Context: an optimization exercise on an open-source flow, tuned for small area, a short achievable clock period and few clock cycles. The choices shown serve that exercise and are no tape-out recipe. Function was checked by simulation only, so behaviour that the tests miss may differ from the original. Power is estimated from default activity; no workload was simulated.

== job 101 ==
## ambi_core
module ambi_core (
    input  wire        clk,
    input  wire        rst,            
    input  wire        cmd_valid,
    output wire        cmd_ready,
    input  wire [3:0]  cmd_op,
    input  wire [7:0]  cmd_addr,
    input  wire [31:0] cmd_data,
    output wire        out_valid,
    input  wire        out_ready,
    output wire [7:0]  out_data,
    output wire        out_last,
    output reg         rsp_valid,
    output reg  [31:0] rsp_data
);
Size in the first run: about 15,000 cells after synthesis, roughly 4,000 flip-flops, ~92 I/O pins, ~140,000 um^2 of cells after synthesis.
==> flow/config.mk <==
export PLATFORM = sky130hd
export DESIGN_NAME = ambi_core
export DESIGN_NICKNAME = ambi_core
export VERILOG_FILES = /design/flow/design.v
export SDC_FILE = /design/flow/constraint.sdc
export NUM_CORES = 8
export LEC_CHECK = 0
export ABC_AREA = 1
export CAP_MARGIN = 40
export CORE_MARGIN = 2
export CORE_UTILIZATION = 40
export CTS_CLUSTER_DIAMETER = 80
export CTS_CLUSTER_SIZE = 22
export SLEW_MARGIN = 40
==> flow/constraint.sdc <==
create_clock -name core_clock -period 70.0 [get_ports {clk}]
set_input_delay 14.0000 -clock core_clock [delete_from_list [all_inputs] [get_ports {clk}]]
set_output_delay 14.0000 -clock core_clock [all_outputs]
set_load 0.01 [all_outputs]
standard.sh (not shown) runs the stock make flow with config.mk's settings and CLKGATE_MAP_FILE= SYNTH_SCRIPT=/design/flow/synth_recipe.tcl, a recipe that flattens the netlist after the stock synthesis.
==> flow/flow/run.sh <==
#!/bin/bash
# The standard layout, with a stronger buffer on every port than the
# default choice of buffer_ports, and timing repair aimed at a slack of
# 54.6 ns on the design's 70 ns clock.
set -euo pipefail
export BUFFER_PORTS_ARGS="-buffer_cell sky130_fd_sc_hd__buf_4"
export SETUP_SLACK_MARGIN=54.6
bash standard.sh finish > standard_flow.log 2>&1
Job 101 reached the final stage; the timing, DRC and antenna checks on its layout passed.
Testbench counts of job 101, summed over its fixed seeds: cycles 4,465.
Input-level comparison between job 102 and job 101:
Settings: removing ABC_AREA (formerly 1).
==> run notes <==
In job 102 the met3 usage turned out 3.0 points higher than in job 101.
Row fraction of power spent switching nets: job 102 higher / job 101 lower
Route | job 102 vs job 101 | wire longer in job 102
Relative to job 101, share of cell area taken by muxes after synthesis has increased by 3.0 points in job 102.
Job 102 vs. job 101: peak supply drop went up by about 5%.
The power of job 102 is higher than that of job 101.
The final reports for job 102 and job 101 show total clock buffers created by CTS higher in the former.
Total instance count after detailed placement: job 102 vs job 101 down 8.5%
Clock buffer count in the final layout: job 102 higher than job 101
Between job 102 and job 101, the setup slack after layout is higher for job 101.
Job 102 vs job 101: clock network power up

========
== v6 ==
ambi_core, a different RTL version from the one above (not shown whole).
For scale: ~3600 flip-flops.
export LEC_CHECK = 0
export ABC_AREA = 1
export CAP_MARGIN = 40
export CORE_MARGIN = 2
export CORE_UTILIZATION = 40
export CTS_CLUSTER_DIAMETER = 80
export CTS_CLUSTER_SIZE = 25
export SLEW_MARGIN = 40
create_clock -name core_clock -period 70.0 [get_ports {clk}]
==> flow/flow/run.sh <==
#!/bin/bash
# The standard layout with three changes:
#  - synthesis maps with flow/abc_area.script, an area-first ABC script
#    (map -a, then buffering and sizing, three times over), in place of
#    ORFS's abc_area.script, and lowers adders with Yosys's own carry
#    lookahead instead of ORFS's Kogge-Stone map (SYNTH_OPERATIONS_ARGS set);
#    everything else in synthesis, registers included, is the standard one
#  - a stronger buffer (buf_4) on every port than buffer_ports picks by itself
#  - timing repair aimed at a slack of 54.6 ns on the design's 70 ns clock
set -euo pipefail
export BUFFER_PORTS_ARGS="-buffer_cell sky130_fd_sc_hd__buf_4"
export SETUP_SLACK_MARGIN=54.6
rm -rf scripts_abc
cp -r "$FLOW_HOME/scripts" scripts_abc
cp flow/abc_area.script scripts_abc/abc_area.script
sed "s#\"\${@:-finish}\"#SCRIPTS_DIR=$PWD/scripts_abc \"\${@:-finish}\"#" standard.sh > standard_abc.sh
SYNTH_OPERATIONS_ARGS="-noshare" bash standard_abc.sh synth > synth_flow.log 2>&1
bash standard.sh finish > standard_flow.log 2>&1
==> flow/flow/abc_area.script <==
strash
dch
map -a
topo
stime -c
buffer -c
upsize -c
dnsize -c
strash
dch
map -a
topo
stime -c
buffer -c
upsize -c
dnsize -c
strash
dch
map -a
topo
stime -c
buffer -c
upsize -c
dnsize -c
v6: all stages complete, timing, DRC and antenna checks passed
Testbench counts of v6, summed over its fixed seeds: cycles 4,329.
For v7, these inputs were changed with respect to v6:
--- a/flow/flow/run.sh
+++ b/flow/flow/run.sh
@@ -3,3 +3,3 @@
 #  - synthesis maps with flow/abc_area.script, an area-first ABC script
-#    (map -a, then buffering and sizing, three times over), in place of
+#    (rewriting, then map -a with buffering and sizing, three times over), in place of
 #    ORFS's abc_area.script, and lowers adders with Yosys's own carry
--- a/flow/flow/abc_area.script
+++ b/flow/flow/abc_area.script
@@ -1 +1,12 @@
+strash
+balance
+rewrite
+refactor
+balance
+rewrite
+rewrite -z
+balance
+refactor -z
+rewrite -z
+balance
 strash
[summary]
Total buffers and inverters traversed by the critical path, v6 and v7: lower on v6. v6 → v7: via count went down by 1.9%; overall power after layout now smaller; area growth from synthesis to layout decreased by 0.38 points relative to the old numbers; post-synthesis simple-gate area fraction down 0.44 points; sequential cell fraction of total power moved up.

[separate check: timing with driven ports]
How much do the figures lean on ideal ports? The routed layouts below were timed once more, with nothing changed but the port constraints.
Step 1 sets driving cells, clkbuf_16 on the clock port and buf_2 on the other inputs (assumed; they add their load-dependent delay and slew).
Step 2 times the ports against the registers' clock, not the clock port: input delays grow and output delays shrink by t, the midpoint of the rising clock arrivals with the driver on.
Three values: ideal, step 1, step 2; two values: the first two.
run | t, ns | setup slack, ns | worst register clock-pin slew, ns | worst data-port slew with drivers (ns)
job 101 | 1.062 | 54.447 / 54.344 / 54.508 | 0.10 / 0.10 | 0.05
job 102 | 1.071 | 54.419 / 54.309 / 53.706 | 0.11 / 0.11 | 0.12
v6 | 1.060 | 54.452 / 54.352 / 54.438 | 0.11 / 0.11 | 0.05
v7 | 1.047 | 54.425 / 54.319 / 54.292 | 0.11 / 0.11 | 0.07
After both steps setup and hold are still met in every run listed. The setup slack of job 102, which loses most, moves by -0.110 ns with the drivers and by -0.713 ns with both steps.
